This is an optimization exercise on Yosys and OpenROAD, whose aim is small area, a short achievable clock period and few clock cycles, not a production implementation. Function was checked by simulation only, so behaviour that the tests miss may differ from the original. Power and IR drop assume default switching activity.

== v6 ==
Design gvi_codec, start of the top module:
module gvi_codec (
    input  wire       clk,
    input  wire       rst,
    input  wire       enc_in_valid,
    output wire       enc_in_ready,
    input  wire [3:0] enc_in_nib,
    input  wire       enc_in_last,
    input  wire [3:0] enc_in_shift,
    output wire       enc_out_valid,
    input  wire       enc_out_ready,
    output wire [7:0] enc_out_char,
    output wire       enc_out_last,
    input  wire       dec_in_valid,
    output wire       dec_in_ready,
    input  wire [7:0] dec_in_char,
    input  wire       dec_in_last,
    input  wire [3:0] dec_in_shift,
    output wire       dec_out_valid,
    input  wire       dec_out_ready,
    output wire [3:0] dec_out_nib,
    output wire [1:0] dec_out_err,
    output wire       dec_out_last
);
clock: 7.0 ns
lec_check: 0
abc_area: 1
cap_margin: 20
core_margin: 2
core_utilization: 65
place_density: 0.8
setup_slack_margin: 4.5
slew_margin: 20
standard.sh (not shown) runs the stock make flow with config.mk's settings and CLKGATE_MAP_FILE= SYNTH_SCRIPT=/design/flow/synth_recipe.tcl, a recipe that flattens the netlist after the stock synthesis.
==> flow/flow/run.sh <==
#!/bin/bash
# The standard layout with two synthesis/placement choices changed:
# - yosys's full/half-adder extraction (ADDER_MAP_FILE) is skipped, so ABC
#   maps the adders and comparators with the rest of the logic;
# - the port buffers that placement inserts are buf_1 cells.
set -euo pipefail
bash standard.sh ADDER_MAP_FILE= "BUFFER_PORTS_ARGS=-buffer_cell sky130_fd_sc_hd__buf_1" finish > orfs_make.log 2>&1
Testbench counts of v6, summed over its fixed seeds: cycles 36,153.
The following lists how v7 was set up differently from v6:
# v6
export LEC_CHECK = 0
export ABC_AREA = 1
export CAP_MARGIN = 20
export CORE_MARGIN = 2
export CORE_UTILIZATION = 65
export PLACE_DENSITY = 0.8
export SETUP_SLACK_MARGIN = 4.5
export SLEW_MARGIN = 20
create_clock -name core_clock -period 7.0 [get_ports {clk}]
# v7
export LEC_CHECK = 0
export CAP_MARGIN = 20
export CORE_MARGIN = 2
export CORE_UTILIZATION = 40
export CTS_BUF_LIST = sky130_fd_sc_hd__clkbuf_4 sky130_fd_sc_hd__clkbuf_8
export CTS_CLUSTER_SIZE = 30
export SETUP_SLACK_MARGIN = 4.4
export SLEW_MARGIN = 20
create_clock -name core_clock -period 7.0 [get_ports {clk}]
Findings:
Sort v7 and v6 by logic depth of the worst path, buffers included desc -> top: v7
Between v6 and v7, final instance area increased.
v7 vs. v6: final wirelength now sits lower; utilization now sits lower; final hold slack now sits at about the same level; transition at the pin with the smallest max-transition slack now sits higher; post-layout instance count excluding filler cells now sits lower.

* * *

gvi_codec, a different RTL version from the one above (not shown whole).
Size in the first run: about 770 cells after synthesis, roughly 48 I/O pins, roughly 0.0066 sq mm of cells after synthesis.
## gvi_codec
module gvi_codec (
    input  wire       clk,
    input  wire       rst,
    input  wire       enc_in_valid,
    output wire       enc_in_ready,
    input  wire [3:0] enc_in_nib,
    input  wire       enc_in_last,
    input  wire [3:0] enc_in_shift,
    output wire       enc_out_valid,
    input  wire       enc_out_ready,
    output wire [7:0] enc_out_char,
    output wire       enc_out_last,
    input  wire       dec_in_valid,
    output wire       dec_in_ready,
    input  wire [7:0] dec_in_char,
    input  wire       dec_in_last,
    input  wire [3:0] dec_in_shift,
    output wire       dec_out_valid,
    input  wire       dec_out_ready,
    output wire [3:0] dec_out_nib,
    output wire [1:0] dec_out_err,
    output wire       dec_out_last
);
    gvi_encoder u_encoder (
        .clk(clk), .rst(rst),
        .in_valid(enc_in_valid), .in_ready(enc_in_ready),
        .in_nib(enc_in_nib), .in_last(enc_in_last), .in_shift(enc_in_shift),
        .out_valid(enc_out_valid), .out_ready(enc_out_ready),
        .out_char(enc_out_char), .out_last(enc_out_last)
    );
    gvi_decoder u_decoder (
        .clk(clk), .rst(rst),
        .in_valid(dec_in_valid), .in_ready(dec_in_ready),
        .in_char(dec_in_char), .in_last(dec_in_last), .in_shift(dec_in_shift),
        .out_valid(dec_out_valid), .out_ready(dec_out_ready),
        .out_nib(dec_out_nib), .out_err(dec_out_err), .out_last(dec_out_last)
    );
endmodule
Settings: LEC_CHECK=0, CAP_MARGIN=20, CORE_MARGIN=2, CORE_UTILIZATION=40, SETUP_SLACK_MARGIN=4.6, SLEW_MARGIN=20; clock period 7.0 ns.
==> flow/flow/run.sh <==
#!/bin/bash
# The standard layout, with synthesis left to ABC for the adders: yosys's
# full/half-adder extraction (ADDER_MAP_FILE) is skipped, nothing else changes.
set -euo pipefail
bash standard.sh ADDER_MAP_FILE= finish > orfs_make.log 2>&1
Testbench counts at the start, summed over its fixed seeds: cycles 36,153.
Edit:
SETUP_SLACK_MARGIN = 4.2   (was 4.6)
Outcome:
- routed wire length goes down by 11%
- setup slack gets worse by 98 ps
- global-route usage drops by 1.2 points
- sequential power climbs by about 0.8%
- hold slack improves by 13 ps

[re-timing with driven ports]
Ports are ideal in the flow. The routed layouts listed here were re-timed in OpenROAD.
Step 1, drivers: a clkbuf_16 drives clk and a buf_2 each remaining input, both assumed.
Step 2, shift: input delay + t, output delay - t, t = (earliest + latest rising clock arrival at the registers) / 2. This alone moves slack from input paths to output paths.
Three values: no drivers, after step 1, after step 2; two values: the first two.
| run | shift t [ns] | setup WS [ns] | hold WS [ns] | clock arrival spread, ns | worst slew at a driven data input, ns |
|---|---|---|---|---|---|
| v6 | 0.399 | 4.442 / 4.462 / 4.062 | 0.487 / 0.487 / 0.487 | 0.021 / 0.021 | 0.04 |
| v7 | 0.420 | 4.466 / 4.463 / 4.043 | 0.485 / 0.485 / 0.485 | 0.011 / 0.011 | 0.04 |
| the first run of note 2 | 0.377 | 4.269 / 4.228 / 4.068 | 0.455 / 0.455 / 0.455 | 0.008 / 0.009 | 0.15 |
| the second run of note 2 | 0.381 | 4.170 / 4.131 / 3.940 | 0.468 / 0.468 / 0.468 | 0.010 / 0.011 | 0.04 |
After both steps setup and hold are still met in every run listed. The setup slack of v7, which loses most, moves by -0.003 ns with the drivers and by -0.423 ns with both steps.
